From an optimization exercise on the open Yosys and OpenROAD flow, aimed at small area, a short achievable clock period and few clock cycles; shortcuts taken in it are not production practice.
At most, simulation tests tie the RTL to the original design; equivalence was not proved.

// cic_core
module cic_core (
    input  wire        clk,
    input  wire        rst,
    input  wire        start,
    input  wire        region_pal,
    input  wire        abort_req,
    input  wire [7:0]  seed,
    input  wire [47:0] checksum,    
    input  wire        pif_clk,
    input  wire        pif_din,
    output wire        drive_low,
    output wire        ready,
    output wire        busy,
    output wire        lockup,
    output reg  [1:0]  outcome
);
Size: roughly 220 flip-flops, roughly 69 I/O pins, about 13000 sq um of cells after synthesis.
Settings: LEC_CHECK=0, ABC_CLOCK_PERIOD_IN_PS=2500, CAP_MARGIN=20, CORE_MARGIN=2, CORE_UTILIZATION=50, CTS_CLUSTER_DIAMETER=70, CTS_CLUSTER_SIZE=24, PLACE_DENSITY=0.6, SETUP_SLACK_MARGIN=4.5, SLEW_MARGIN=20; clock period 7.0 ns.
standard.sh (not shown) runs the stock make flow with config.mk's settings and CLKGATE_MAP_FILE= SYNTH_SCRIPT=/design/flow/synth_recipe.tcl, a recipe that flattens the netlist after the stock synthesis.
==> flow/flow/run.sh <==
#!/bin/bash
# The standard layout, with the port buffers made of buf_2 cells (which
# the resizer may size up) instead of the default delay-buffer cell.
set -euo pipefail
export BUFFER_PORTS_ARGS="-buffer_cell sky130_fd_sc_hd__buf_2"
bash standard.sh > standard_flow.log 2>&1
==> next run, changes <==
--- a/flow/design.v
+++ b/flow/design.v
@@ -68,21 +68,22 @@
     reg  [119:0] sm;        
     reg  [3:0]   vt;        
     reg          vcy;       
     reg  [1:0]   rnd;
     reg          act;       
     reg  [3:0]   cx;        
-    reg          vc, vd, ve, vf, vg;    
+    reg          vc, vd, ve, vf, vg, vh;    
     reg          fall_q;    
     reg          v2s2;      
     reg          sm_shift;  
     wire [3:0] r4  = sm[3:0];      
     wire [3:0] r3  = sm[7:4];      
     wire [3:0] r2  = sm[11:8];     
     wire [3:0] r1  = sm[15:12];    
     wire [3:0] qa3 = sm[23:20];    
+    wire [3:0] qa6 = sm[27:24];    
     wire [3:0] ptr = sm[31:28];    
     wire       qcc = sm[32];       
     wire [3:0] va  = sm[119:116];  
     wire fall, rise;
     cic_xfer u_xfer (
         .clk     (clk),
@@ -180,24 +181,23 @@
     wire [3:0] a3  = cc ? n3 : m3;
     wire [3:0] n4  = qa3 + m4;
     wire [3:0] n5a = qa3 + m4 + m5;
     wire [3:0] n5b = {~m4[3], m4[2:0]} + (m4[3] ? 4'd0 : m5);
     wire [3:0] n5  = qcc ? n5b : n5a;
     wire [3:0] n6  = (qcc ? m5 : {~m5[3], m5[2:0]}) + ((~qcc & m5[3]) ? 4'd0 : m6) + {3'd0, qcc};
-    wire [3:0] n7a = m6 + m7 + 4'd1;
-    wire [3:0] n7b = m5 + m6 + m7 + 4'd2;     
-    wire [3:0] n7  = qcc ? n7b : n7a;
-    wire [3:0] n8  = m7  + m8  + 4'd1;
-    wire [3:0] n9  = n8  + m9  + 4'd1;
-    wire [3:0] n10 = m9  + m10 + 4'd1;
-    wire [3:0] n11 = n10 + m11 + 4'd1;
-    wire [3:0] n12 = m11 + m12 + 4'd1;
-    wire [3:0] n13 = n12 + m13 + 4'd1;
-    wire [3:0] n14 = m13 + m14 + 4'd1;
-    wire [3:0] n15 = n14 + m15 + 4'd1;
-    wire       rnd_end = vg & ~vf;            
+    wire [3:0] a6  = qcc ? n6 : m6;
+    wire [3:0] n7  = qa6 + m7  + 4'd1;
+    wire [3:0] n8  = n7  + m8  + 4'd1;
+    wire [3:0] n9  = m8  + m9  + 4'd1;
+    wire [3:0] n10 = n9  + m10 + 4'd1;
+    wire [3:0] n11 = m10 + m11 + 4'd1;
+    wire [3:0] n12 = n11 + m12 + 4'd1;
+    wire [3:0] n13 = m12 + m13 + 4'd1;
+    wire [3:0] n14 = n13 + m14 + 4'd1;
+    wire [3:0] n15 = m14 + m15 + 4'd1;
+    wire       rnd_end = vh & ~vg;            
     wire [3:0] ptr_next = rgn ? ptr - 4'd1 : ptr + 4'd1;
     wire       v2s1     = fall_q & (bc == 2'd3) & (seg == G_V2R);
     always @(posedge clk) begin
         v2s2 <= v2s1;
         sm_shift <= (fall & (bc == 2'd3) & (seg == G_V2T)) | v2s1;
         if (sm_shift) begin
@@ -220,12 +220,14 @@
                 sm[3:0]   <= r4 + 4'd1 + r3;
             end
             if (act) begin
                 sm[23:20] <= a3;
                 sm[32]    <= cc;
             end
+            if (vc)
+                sm[27:24] <= a6;
             if (rnd_end)
                 sm[31:28] <= (m7 == 4'd0) ? 4'd1 : m7;
             else if (rise && seg == G_CMPB && bc[0])
                 sm[31:28] <= ptr_next;
             if (seg == G_V2A)
                 sm[119:116] <= 4'd5;
@@ -260,17 +262,18 @@
             m14 <= rgn ? TABLE_PAL[4*30 +: 4] : TABLE_NTSC[4*30 +: 4];
             m15 <= rgn ? TABLE_PAL[4*31 +: 4] : TABLE_NTSC[4*31 +: 4];
         end else if (fall_q && seg == G_INIT && nc[0] && bc == 2'd3) begin
             m1 <= rsh;                           
         end else if (seg == G_CMPC) begin
             if (act) begin m1  <= n1;  m2  <= n2;  m3  <= n3;  end
-            if (vc)  begin m4  <= n4;  m5  <= n5;  m6  <= n6;  m7 <= n7; end
-            if (vd)  begin m8  <= n8;  m9  <= n9;  end
-            if (ve)  begin m10 <= n10; m11 <= n11; end
-            if (vf)  begin m12 <= n12; m13 <= n13; end
-            if (vg)  begin m14 <= n14; m15 <= n15; end
+            if (vc)  begin m4  <= n4;  m5  <= n5;  m6  <= n6;  end
+            if (vd)  begin m7  <= n7;  m8  <= n8;  end
+            if (ve)  begin m9  <= n9;  m10 <= n10; end
+            if (vf)  begin m11 <= n11; m12 <= n12; end
+            if (vg)  begin m13 <= n13; m14 <= n14; end
+            if (vh)  m15 <= n15;
         end
         if (act)
             cx <= cx - 4'd1;
         else if (rnd_end)
             cx <= n15;                           
         else if (seg != G_CMPC)
@@ -287,21 +290,23 @@
             act     <= 1'b0;
             vc      <= 1'b0;
             vd      <= 1'b0;
             ve      <= 1'b0;
             vf      <= 1'b0;
             vg      <= 1'b0;
+            vh      <= 1'b0;
         end else begin
             if (seg == G_CMPC) begin
                 if (act)
                     act <= (cx != 4'd0);
                 vc <= act;
                 vd <= vc;
                 ve <= vd;
                 vf <= ve;
                 vg <= vf;
+                vh <= vg;
                 if (rnd_end) begin
                     rnd <= rnd + 2'd1;
                     if (rnd == 2'd2) begin
                         seg <= G_CMPB;
                         bc  <= 2'd0;
                         rdy <= 1'b1;
Result: Synthesized area is lower by about 1.3%; final area is about the same; wire length is lower by 3.3%; core utilization is higher by 0.34 points; die area is lower by 1.3%; via count is lower by about 2%; worst setup slack is better by 70 ps; first-iteration DRC count is higher by 13%; clock-buffer cell count does not change; global-route usage is lower by 0.37 points; critical path depth is lower by 2; cell count hardly moves.
Testbench counts after the change, summed over its fixed seeds: cycles 47,175.
For the first run of this note, only the layout was checked, not whether the RTL still works.

[separate check: timing with driven ports]
In the flow no input, the clock included, has a driving cell. The finished layouts below were timed again as built, in two steps. Step 1 (the two cells are an assumption about what drives the block):
set clk [get_ports {clk}]
set_driving_cell -lib_cell sky130_fd_sc_hd__clkbuf_16 $clk
set_driving_cell -lib_cell sky130_fd_sc_hd__buf_2 [delete_from_list [all_inputs] $clk]
Step 2 times the ports against the registers' clock, not the clock port: input delays grow and output delays shrink by t, the midpoint of the rising clock arrivals with the driver on. Slacks: ideal ports / drivers / drivers and shift; pairs: ideal ports / drivers.
run	shift t [ns]	slack for setup (ns)	worst setup path at the end	worst data-port slew with drivers (ns)
the first run	0.543	4.436 / 4.436 / 4.105	input to register	0.06
the second run	0.534	4.506 / 4.506 / 4.054	input to register	0.06
After both steps every run listed still meets setup and hold. The setup slack of the second run, which loses most, moves by 0.000 ns with the drivers and by -0.452 ns with both steps.
